This design comes from an exercise in tuning for small area, a short achievable clock period and few clock cycles on the open sky130 flow, not from production work.
Only simulation tests tie the RTL to the original design; equivalence was not proved.
Power is estimated from default activity; no workload was simulated.

Design framer, start of the top module:
module framer (
    input  wire        clk,
    input  wire        rst,         
    input  wire        bus_we,
    input  wire [7:0]  bus_addr,
    input  wire [31:0] bus_wdata,
    output reg  [31:0] bus_rdata,
    output reg  [7:0]  tx_data,
    output wire        tx_last,
    output wire        tx_valid,
    input  wire        tx_ready
);
Size in the first run: about 4000 cells after synthesis, about 86 I/O pins, about 0.030 mm^2 of cells after synthesis.
make LEC_CHECK=0 ABC_AREA=1 CAP_MARGIN=20 CORE_MARGIN=2 CORE_UTILIZATION=40 CTS_CLUSTER_DIAMETER=115 CTS_CLUSTER_SIZE=26 SETUP_SLACK_MARGIN=4.0 SLEW_MARGIN=20 finish   # period 10.0 ns
run.sh (not shown) runs the stock make flow with config.mk's settings and CLKGATE_MAP_FILE= SYNTH_SCRIPT=/design/flow/synth_recipe.tcl, a recipe that flattens the netlist after the stock synthesis.
Testbench counts at the start, summed over its fixed seeds: cycles 18,305.
Then changed:
Settings changed: ABC_AREA 1 to default, CTS_CLUSTER_DIAMETER 115 to 110, CTS_CLUSTER_SIZE 26 to 24.
Result: Critical path depth shrinks by 2. Worst setup slack loses 0.30 ns. Fmax went down by about 5%. Worst hold slack hardly moves. Core utilization goes down by 1.4 points. Synthesized area goes down by about 1.7%. Via count falls by about 7%. Synthesized cell count came out lower by 19%. Final cell count came out lower by 16%. Cell area came out lower by about 4%.
Then changed:
Settings changed: ABC_AREA from default to 1, CTS_CLUSTER_DIAMETER 110 to 125, CTS_CLUSTER_SIZE 24 to 28.
What happened: Global-route usage went up by 0.36 points. Sequential power goes up slightly. Power rises by roughly a tenth. Routed wire length is higher slightly. Clock-buffer cell count falls by 7. Design area climbs by a few percent. Combinational power is higher by well over a third.

========
framer, a different RTL version from the one above (not shown whole).
For scale: about 86 I/O pins, about 0.031 mm^2 of cells after synthesis.
clock: 10.0 ns
lec_check: 0
cap_margin: 20
core_margin: 2
core_utilization: 40
setup_slack_margin: 4.0
slew_margin: 20
The starting point produced a clean layout.
Testbench counts at the start, summed over its fixed seeds: cycles 18,305.
==> next run, changes <==
Settings changed: CTS_CLUSTER_DIAMETER set to 110, CTS_CLUSTER_SIZE set to 24.
Result: Worst hold slack improved by 0.016 ns; die area is unchanged; wire length goes down by about 0.33%; core utilization goes down by 1.1 points; sequential power hardly moves; via count goes down by about 1%; non-clock buffer count goes up by 7; critical path depth is unchanged; maximum frequency barely changes.
==> next run, changes <==
Settings changed: CORE_UTILIZATION 40 to 60, CTS_CLUSTER_DIAMETER 110 to unset, CTS_CLUSTER_SIZE 24 to unset, PLACE_DENSITY set to 0.72.
Wire length is higher by 0.54%.
Clock skew came out higher by 0.026 ns.
Final cell count is lower by about 7%.
Count of clock-buffer cells in the layout went up by 26.

========
## run A
RTL: one of the versions met above, not the one the previous note started from.
Size in the first run: roughly 3,300 cells after synthesis, about 470 flip-flops, ~86 I/O pins.
Settings: LEC_CHECK=0, CAP_MARGIN=20, CORE_MARGIN=2, CORE_UTILIZATION=40, SETUP_SLACK_MARGIN=4.2, SLEW_MARGIN=20; clock period 10.0 ns.
Testbench counts of run A, summed over its fixed seeds: cycles 18,305.
Setup changes, run A to run B
- putting ABC_AREA at 1 where nothing was set
- swapping 4.2 for 4.0 in SETUP_SLACK_MARGIN
==> summary.txt <==
Diff run A -> run B: proportion of total power due to net switching higher, via count of the first global-routing pass up 6.6%, die area up about 1.7%, count of antenna-violating nets left after detailed routing about even. Looking at chip height across run A and run B, the one that comes out higher is run B. Re share of the final layout cell area in multi-input gates: run A was higher than run B.
Changes in run C relative to run B:
- ABC_AREA: 1 -> unset
### Flow results
Relative to run B, the area of the die measured on run C has decreased slightly. Run B tops out at a higher clock frequency than run C. The run with more routed wire is run B, not run C. Last element of the critical path: bus_rdata[4] -> run C, bus_rdata[23] -> run B. Beginning of the critical path = bus_addr[7]: run C; beginning of the critical path = bus_addr[3]: run B. Run B vs run C, combinational family with the most area after synthesis: simple AND/OR/NAND/NOR gates vs compound AO/OA/AOI/OAI gates.
### run C -> run D
- an added ABC_AREA of 1
- an added CTS_CLUSTER_SIZE of 24
- an added CTS_CLUSTER_DIAMETER of 110
Findings:
Diff run D..run C | register area | negligible. Of run D and run C, the lower xor-xnor portion of the synthesized cell area belongs to run D. Iteration count of the initial detailed-routing pass | run D below run C.

[what the ideal ports hide]
No port has a modelled driver above. Below, the same layouts with a new extraction and two added sets of constraints. Step 1 sets driving cells, clkbuf_16 on the clock port and buf_2 on the other inputs (assumed; they add their load-dependent delay and slew). Step 2, shift: input delay + t, output delay - t, t = (earliest + latest rising clock arrival at the registers) / 2. This alone moves slack from input paths to output paths. Three values: ideal, step 1, step 2; two values: the first two.
| run | t (ns) | slack for setup (ns) | worst hold slack (ns) | clock arrival spread, ns | worst data-port slew with drivers (ns) |
|---|---|---|---|---|---|
| the first run of note 1 | 0.651 | 3.995 / 3.963 / 3.963 | 0.479 / 0.479 / 0.479 | 0.062 / 0.061 | 0.06 |
| the second run of note 1 | 0.667 | 3.696 / 3.647 / 3.647 | 0.482 / 0.482 / 0.482 | 0.064 / 0.064 | 0.05 |
| the third run of note 1 | 0.647 | 4.002 / 3.965 / 3.965 | 0.478 / 0.478 / 0.478 | 0.040 / 0.040 | 0.06 |
| the first run of note 2 | 0.685 | 3.984 / 3.959 / 3.959 | 0.464 / 0.464 / 0.464 | 0.034 / 0.034 | 0.06 |
| the second run of note 2 | 0.654 | 3.989 / 3.934 / 3.934 | 0.480 / 0.480 / 0.480 | 0.017 / 0.018 | 0.06 |
| the third run of note 2 | 0.673 | 3.912 / 3.912 / 3.912 | 0.474 / 0.474 / 0.474 | 0.044 / 0.044 | 0.05 |
| run A | 0.698 | 3.614 / 3.568 / 3.568 | 0.470 / 0.470 / 0.470 | 0.044 / 0.044 | 0.05 |
| run B | 0.694 | 3.940 / 3.913 / 3.913 | 0.473 / 0.473 / 0.473 | 0.068 / 0.067 | 0.06 |
| run C | 0.692 | 3.713 / 3.663 / 3.663 | 0.477 / 0.477 / 0.477 | 0.055 / 0.056 | 0.05 |
| run D | 0.666 | 3.959 / 3.921 / 3.921 | 0.477 / 0.477 / 0.477 | 0.053 / 0.052 | 0.06 |
After both steps setup and hold are still met in every run listed. The setup slack of the second run of note 2, which loses most, moves by -0.055 ns with the drivers and by -0.055 ns with both steps.
